What follows belongs to an exercise in optimizing a design on an open flow for small area, a short achievable clock period and few clock cycles; a production flow would make more cautious choices. Function was checked by simulation only, so behaviour that the tests miss may differ from the original.

$ cat flow/config.mk
export PLATFORM = sky130hd
export DESIGN_NAME = median_cut_quantizer
export DESIGN_NICKNAME = median_cut_quantizer
export VERILOG_FILES = /design/flow/design.v
export SDC_FILE = /design/flow/constraint.sdc
export NUM_CORES = 4
export LEC_CHECK = 0
export CAP_MARGIN = 20
export CORE_MARGIN = 2
export CORE_UTILIZATION = 30
export PLACE_DENSITY = 0.5
export SLEW_MARGIN = 20
$ cat flow/constraint.sdc
create_clock -name core_clock -period 10.0 [get_ports {clk}]
set_input_delay 2.0000 -clock core_clock [delete_from_list [all_inputs] [get_ports {clk}]]
set_output_delay 2.0000 -clock core_clock [all_outputs]
set_load 0.01 [all_outputs]
$ cat flow/run.sh
#!/bin/bash
# synth_recipe.tcl (not shown) runs the flow's synth.tcl, then flattens the netlist and writes it again
# the make line also repeats each setting of config.mk as NAME=value (left out here)
make -C /OpenROAD-flow-scripts/flow DESIGN_CONFIG=/design/flow/config.mk WORK_HOME=/design/flow/orfs CLKGATE_MAP_FILE= SYNTH_SCRIPT=/design/flow/synth_recipe.tcl finish
$ cat flow/design.v
module median_cut_quantizer (
    input  wire        clk,
    input  wire        rst,
    input  wire        in_valid,
    input  wire [7:0]  in_data,
    input  wire        in_last,
    output wire        in_ready,
    output wire        out_valid,
    input  wire        out_ready,
    output wire [3:0]  out_qlen,
    output wire [63:0] out_pal
);
    localparam CW   = 12;    
    localparam SW   = 20;    
    localparam S_CLEAR = 3'd0;
    localparam S_LOAD  = 3'd1;
    localparam S_SCAN1 = 3'd2;
    localparam S_PREP  = 3'd3;
    localparam S_SCAN2 = 3'd4;
    localparam S_DIV   = 3'd5;
    localparam S_OUT   = 3'd6;
    reg [2:0]    state;
    reg [CW-1:0] hist [0:255];
    reg [CW-1:0] n;             
    reg [7:0]    v;             
    reg [3:0]    ndist;         
    reg [7:0]    vmin, vmax;
    reg [7:0]    dpal [0:6];    
    reg [CW-1:0] hmin, hmax;    
    reg [CW-1:0] cap_min, cap_max;
    reg [CW-1:0] leaf_sz [0:7];
    reg [SW-1:0] leaf_sum [0:7];
    reg [CW-1:0] bin_rem;       
    reg [CW-1:0] leaf_rem;      
    reg [3:0]    li;            
    reg [7:0]    bval;          
    reg [7:0]    pal [0:7];
    reg [3:0]    qlen;
    reg [4:0]    div_bit;
    reg [SW-1:0] div_q;
    reg [CW:0]   div_r;
    integer i;
    wire [7:0]    rd_addr = (state == S_LOAD) ? in_data : v;
    wire [CW-1:0] rd_cnt  = hist[rd_addr];
    wire [CW-1:0] eff_cnt = (v == vmin) ? cap_min :
                            (v == vmax) ? cap_max : rd_cnt;
    assign in_ready  = (state == S_LOAD);
    assign out_valid = (state == S_OUT);
    assign out_qlen  = qlen;
    genvar g;
    generate
        for (g = 0; g < 8; g = g + 1) begin : g_pal
            assign out_pal[8*g+7:8*g] = pal[g];
        end
    endgenerate
    wire [CW-1:0] trim = n >> 3;
    wire [CW-1:0] cmin = (hmin > trim) ? trim : hmin;
    wire [CW-1:0] cmax = (hmax > trim) ? trim : hmax;
    wire [CW-1:0] m    = n - hmin - hmax + cmin + cmax;
    wire [CW-1:0] a0 = m >> 1;       wire [CW-1:0] a1 = m - a0;
    wire [CW-1:0] b0 = a0 >> 1;      wire [CW-1:0] b1 = a0 - b0;
    wire [CW-1:0] b2 = a1 >> 1;      wire [CW-1:0] b3 = a1 - b2;
    wire [CW-1:0] take     = (bin_rem < leaf_rem) ? bin_rem : leaf_rem;
    wire [SW-1:0] take_sum = bval * take;
    wire [SW-1:0] dividend = leaf_sum[li[2:0]];
    wire [CW-1:0] divisor  = leaf_sz[li[2:0]];
    wire [CW+1:0] r_shift  = {div_r, dividend[div_bit]};
    wire          r_ge     = r_shift >= {2'b00, divisor};
    wire [CW+1:0] r_next   = r_ge ? (r_shift - {2'b00, divisor}) : r_shift;
    wire [CW+1:0] r_twice  = {div_r, 1'b0};
    wire [SW-1:0] q_round  = (r_twice > {2'b00, divisor}) ? div_q + 1'b1 :
                             (r_twice == {2'b00, divisor} && div_q[0]) ? div_q + 1'b1 :
                             div_q;
    always @(posedge clk) begin
        if (rst) begin
            state <= S_CLEAR;
        end else begin
            case (state)
            S_CLEAR: begin
                for (i = 0; i < 256; i = i + 1) hist[i] <= {CW{1'b0}};
                n     <= {CW{1'b0}};
                state <= S_LOAD;
            end
            S_LOAD: begin
                if (in_valid) begin
                    hist[in_data] <= rd_cnt + 1'b1;
                    n <= n + 1'b1;
                    if (in_last) begin
                        state <= S_SCAN1;
                        v     <= 8'd0;
                        ndist <= 4'd0;
                    end
                end
            end
            S_SCAN1: begin
                if (rd_cnt != 0) begin
                    if (ndist == 0) begin
                        vmin <= v;
                        hmin <= rd_cnt;
                    end
                    vmax <= v;
                    hmax <= rd_cnt;
                    if (ndist < 7) dpal[ndist[2:0]] <= v;
                    if (ndist < 8) ndist <= ndist + 1'b1;
                end
                v <= v + 1'b1;
                if (v == 8'd255) state <= S_PREP;
            end
            S_PREP: begin
                if (ndist < 8) begin
                    for (i = 0; i < 8; i = i + 1)
                        pal[i] <= (i < ndist) ? dpal[i] : 8'd0;
                    qlen  <= ndist;
                    state <= S_OUT;
                end else begin
                    cap_min <= cmin;
                    cap_max <= cmax;
                    leaf_sz[0] <= b0 >> 1;  leaf_sz[1] <= b0 - (b0 >> 1);
                    leaf_sz[2] <= b1 >> 1;  leaf_sz[3] <= b1 - (b1 >> 1);
                    leaf_sz[4] <= b2 >> 1;  leaf_sz[5] <= b2 - (b2 >> 1);
                    leaf_sz[6] <= b3 >> 1;  leaf_sz[7] <= b3 - (b3 >> 1);
                    for (i = 0; i < 8; i = i + 1) leaf_sum[i] <= {SW{1'b0}};
                    v        <= 8'd0;
                    bin_rem  <= {CW{1'b0}};
                    li       <= 4'd0;
                    leaf_rem <= b0 >> 1;
                    state    <= S_SCAN2;
                end
            end
            S_SCAN2: begin
                if (li == 4'd8) begin
                    li      <= 4'd0;
                    div_bit <= SW - 1;
                    div_q   <= {SW{1'b0}};
                    div_r   <= {(CW+1){1'b0}};
                    state   <= S_DIV;
                end else if (bin_rem == 0) begin
                    bin_rem <= eff_cnt;
                    bval    <= v;
                    v       <= v + 1'b1;
                end else begin
                    leaf_sum[li[2:0]] <= leaf_sum[li[2:0]] + take_sum;
                    bin_rem <= bin_rem - take;
                    if (take == leaf_rem) begin
                        li <= li + 1'b1;
                        leaf_rem <= (li == 4'd7) ? {CW{1'b0}} : leaf_sz[li[2:0] + 1'b1];
                    end else begin
                        leaf_rem <= leaf_rem - take;
                    end
                end
            end
            S_DIV: begin
                if (div_bit != 5'h1f) begin
                    div_r   <= r_next[CW:0];
                    div_q   <= {div_q[SW-2:0], r_ge};
                    div_bit <= div_bit - 1'b1;
                end else begin
                    pal[li[2:0]] <= q_round[7:0];
                    div_bit <= SW - 1;
                    div_q   <= {SW{1'b0}};
                    div_r   <= {(CW+1){1'b0}};
                    if (li == 4'd7) begin
                        qlen  <= 4'd8;
                        state <= S_OUT;
                    end else begin
                        li <= li + 1'b1;
                    end
                end
            end
            S_OUT: begin
                if (out_ready) state <= S_CLEAR;
            end
            default: state <= S_CLEAR;
            endcase
        end
    end
endmodule
==> run summary <==
==> how the worst max path moves through the flow <==
stage / slack [ns] / end / cells after the start
finish: 0.71 / leaf_sz[7][11] / 39
global route: 0.03 / leaf_sz[7][11] / 39
CTS: 0.51 / leaf_sz[7][11] / 39
detailed placement: 0.51 / leaf_sz[7][11] / 39
global placement: 0.30 / leaf_sz[7][11] / 39
floorplan: 1.09 / leaf_sz[7][11] / 41
==> area by class of cell <==
type,count,area share (%)
well taps,7479,4.94
inverters,323,0.641
flip-flops and latches,3608,57.1
repair buffers,399,2.19
clock buffers,497,5.43
diodes,12,0.0158
multi-input cells,7414,28.7
clock inverters,200,0.949
==> cell usage after synthesis, types with 35 or more instances <==
| master | instances |
|---|---|
| edfxtp_1 | 3602 |
| nor2_1 | 3146 |
| nand2_1 | 956 |
| mux4_2 | 811 |
| clkbuf_1 | 694 |
| buf_2 | 324 |
| inv_1 | 320 |
| mux2i_1 | 319 |
| and3_1 | 282 |
| a21oi_1 | 194 |
| and2_1 | 181 |
| a211oi_1 | 177 |
| ha_1 | 173 |
| o21ai_0 | 166 |
| fa_1 | 121 |
| nand3_1 | 107 |
| xnor2_1 | 102 |
| a31oi_1 | 83 |
| buf_4 | 78 |
| xor2_1 | 76 |
| a21o_1 | 73 |
| a311oi_1 | 65 |
| buf_1 | 43 |
| nor3_1 | 36 |
| nand2b_1 | 35 |
==> metrics by stage <==
step                std cells
finish                  19932
global route            19922
CTS                     19916
detailed placement      19219
global placement        19219
floorplan               12500
==> per-layer routing <==
metal	GRT usage, %	routed length, µm	vias up
li1	-	-	44548
met1	23.6	216000	52753
met2	28.4	240000	3250
met3	2.34	29700	615
met4	4.64	14400	2
met5	0	13	-
==> critical path, delay by kind of cell, from the launching register on <==
family	cells	cell delay, ns
flops	1	0.47
fa+ha+maj	7	2.70
xor+xnor	2	0.43
compound gates	16	3.26
buf+inv	6	0.88
simple gates	8	1.26
==> cell families (layout without fill, tap and decap cells) <==
| logic type | after synthesis | after routing | share of synthesized area (%) |
|---|---|---|---|
| AND/OR/NAND/NOR | 4864 | 4864 | 11.9 |
| flip-flops | 3608 | 3608 | 64.2 |
| buffers and inverters | 1478 | 1419 | 3.78 |
| multiplexers | 1145 | 1145 | 12.8 |
| AO/OA/AOI/OAI | 911 | 911 | 3.57 |
| adder cells (fa/ha/maj) | 295 | 295 | 2.73 |
| XOR/XNOR | 181 | 181 | 0.954 |
| other | 2 | 30 | 0.00446 |
==> state kept, by name, indices dropped and copies added (netlist names), named ones only <==
| name | count |
|---|---|
| hmin | 12 |
| div_bit | 5 |
| bval | 8 |
| bin_rem | 12 |
| pal | 64 |
| vmin | 8 |
| cap_min | 12 |
| v | 8 |
| leaf_sum | 160 |
| div_r | 13 |
| leaf_rem | 12 |
| hist | 3072 |
| vmax | 8 |
| hmax | 12 |
| state | 3 |
| dpal | 64 |
| div_q | 8 |
| ndist | 4 |
| li | 4 |
| leaf_sz | 88 |
| n | 12 |
| cap_max | 12 |
| qlen | 4 |
==> timing repair <==
| item | in CTS | in global routing |
|---|---|---|
| setup buffers | 0 | 4 |
| gates resized for setup | 0 | 5 |
| endpoints found under the setup margin | 0 | 1 |
| hold buffers | 0 | 0 |
==> cells in the final DEF, fill, tap and decap left out, types with 73 or more instances in the layout <==
| cell type | netlist | routed |
|---|---|---|
| xnor2_1 | 102 | 98 |
| buf_12 | 0 | 76 |
| nand3_1 | 107 | 107 |
| a21o_1 | 73 | 73 |
| xor2_1 | 76 | 73 |
| and3_1 | 282 | 282 |
| o21ai_0 | 166 | 165 |
| clkdlybuf4s50_1 | 0 | 82 |
| a211oi_1 | 177 | 176 |
| mux2i_1 | 319 | 310 |
| edfxtp_1 | 3602 | 3602 |
| nor2_1 | 3146 | 3125 |
| inv_1 | 320 | 319 |
| clkinv_1 | 1 | 84 |
| clkbuf_1 | 694 | 101 |
| buf_4 | 78 | 241 |
| nand2_1 | 956 | 954 |
| and2_1 | 181 | 181 |
| a21oi_1 | 194 | 191 |
| a31oi_1 | 83 | 83 |
| mux4_2 | 811 | 811 |
| fa_1 | 121 | 121 |
| clkbuf_16 | 0 | 396 |
| ha_1 | 173 | 172 |
==> flow_metrics.py <==
metrics = {
    "finish": {
        "nets": 12439,
        "drive_gt1_share_pct": 14.0,
        "multiInputGateArea_um2": 54400,
        "fin_util_pct": 33.8,
        "post-route-cell-area_um2": 190000,
        "syn_to_final_growth_pct": 12.5,
        "fillers": 54645,
        "seq_area_um2": 108000,
    },
    "placement": {
        "place_ws_ns": 0.510,
        "port_buffers": 82,
        "dpl-instance-area_um2": 177000,
        "gp_congestion": 0.822,
        "hpwl_mm": 310,
    },
    "logic_synthesis": {
        "synth_cell_types": 78,
        "ys_ff_latch": 3608,
        "synth_area_leaders": "edfxtp_1, mux4_2, nor2_1",
        "synth-edff-count": 3602,
        "synthCells": 12484,
        "synth_warnings": 2,
        "yosysTopAreaCell": "edfxtp_1",
        "syn_avg_cell_area_um2": 13.5,
        "synth-async-reset-ratio_pct": 0,
        "synth-seq-area-share_pct": 64.2,
        "synthFlopType": "edfxtp_1",
        "synth_area_um2": 169000,
        "synth_top_area_share_pct": 64.2,
    },
    "detailed_routing": {
        "dr_total_vias": 101168,
        "wire_per_inst_um": 25.1,
        "via_per_inst": 5.08,
        "drcViolationCount": 0,
        "ant_nets": 0,
        "wirelength_mm": 501,
        "drtPass1Iterations": 7,
        "drt-initial-drc-count": 10208,
    },
    "timing": {
        "grt_setup_unrepaired": "false",
        "max-slew-margin-rel_pct": 20.8,
        "layout_min_cycle_time_ns": 9.29,
        "worstMarginPinSlew_ns": 1.18,
        "setup_viol": 0,
        "min_period_over_period_pct": 92.9,
        "whs_ns": 0.523,
        "hold_viol_final": 0,
        "max_freq_mhz": 108,
        "slew_viol_final": 0,
        "finClkSkew_ns": 0.102,
        "layout_setup_ws_ns": 0.710,
        "tns_ns": 0,
    },
    "global_route": {
        "grt_pass1_wl_mm": 729,
        "grt_max_degree": 177,
        "grt_pass1_vias": 101775,
        "grt_use_total_pct": 17.1,
        "grt_overflow": 0,
        "antenna_found_initial": 26,
    },
    "worst_setup_path": {
        "path_class": "reg -> reg",
        "worstPathMaxFanout": 14,
        "crit_start": "n[7]",
        "reg2reg_to": "leaf_sz[7][11]",
        "reg2regPathDepth": 39,
        "cp.arrival_ns": 9.99,
        "max_stage_delay_ns": 0.49,
        "reg2reg_slack_ns": 0.71,
        "critical_path.startpoint_type": "flop",
        "required_ns": 10.70,
        "crit_slowest_cell": "fa_1",
        "reg2reg_from": "n[7]",
        "cpMostUsedCell": "ha_1",
        "endpoint_kind": "flop",
    },
    "clock_network": {
        "cts_tree": "yes",
        "cts_made_buffers": 386,
        "root_buffer": "clkbuf_16",
        "cts_max_path_buffers": 4,
        "cts-htree-levels": 5,
        "cts.sinks": 3608,
        "clkSlewWorstSetupHoldPaths_ns": 0.06,
        "clock_latency_ns": 1.02,
    },
    "die": {
        "rows": 275,
        "die_area_um2": 568000,
        "core_area_um2": 560000,
        "die_w_um": 754,
        "ios": 83,
        "initial_core_util_pct": 30.1,
        "die_height_um": 754,
    },
    "min_path": {
        "holdPathEnd": "pal[7][1]",
        "holdCritStartpoint": "dpal[7][1]",
        "hold_depth": 2,
        "hold_path.class": "reg -> reg",
    },
    "status": {
        "status": "finished clean",
    },
    "flow_run": {
        "drv_cap": 0,
    },
}
Testbench counts, summed over its fixed seeds: cycles 105,718.

-- static timing again, ports no longer ideal --
No port has a modelled driver above. Below, the same layout with a new extraction and two added sets of constraints.
Step 1: set_driving_cell puts a clkbuf_16 on clk and a buf_2 on each other input, an assumption about the parent block.
Step 2 times the ports against the registers' clock, not the clock port: input delays grow and output delays shrink by t, the midpoint of the rising clock arrivals with the driver on.
a / b / c = no drivers / after step 1 / after step 2; a / b = the first two.
t (ns): 1.088
setup WS [ns]: 0.710 / 0.710 / 0.675
hold WS [ns]: 0.523 / 0.523 / 0.523
clock arrival spread, ns: 0.102 / 0.102
cell pins on the clock port's net: 1
After both steps setup and hold are still met in this run. For this run, drivers alone change the setup slack by 0.000 ns; drivers and shift together by -0.035 ns.
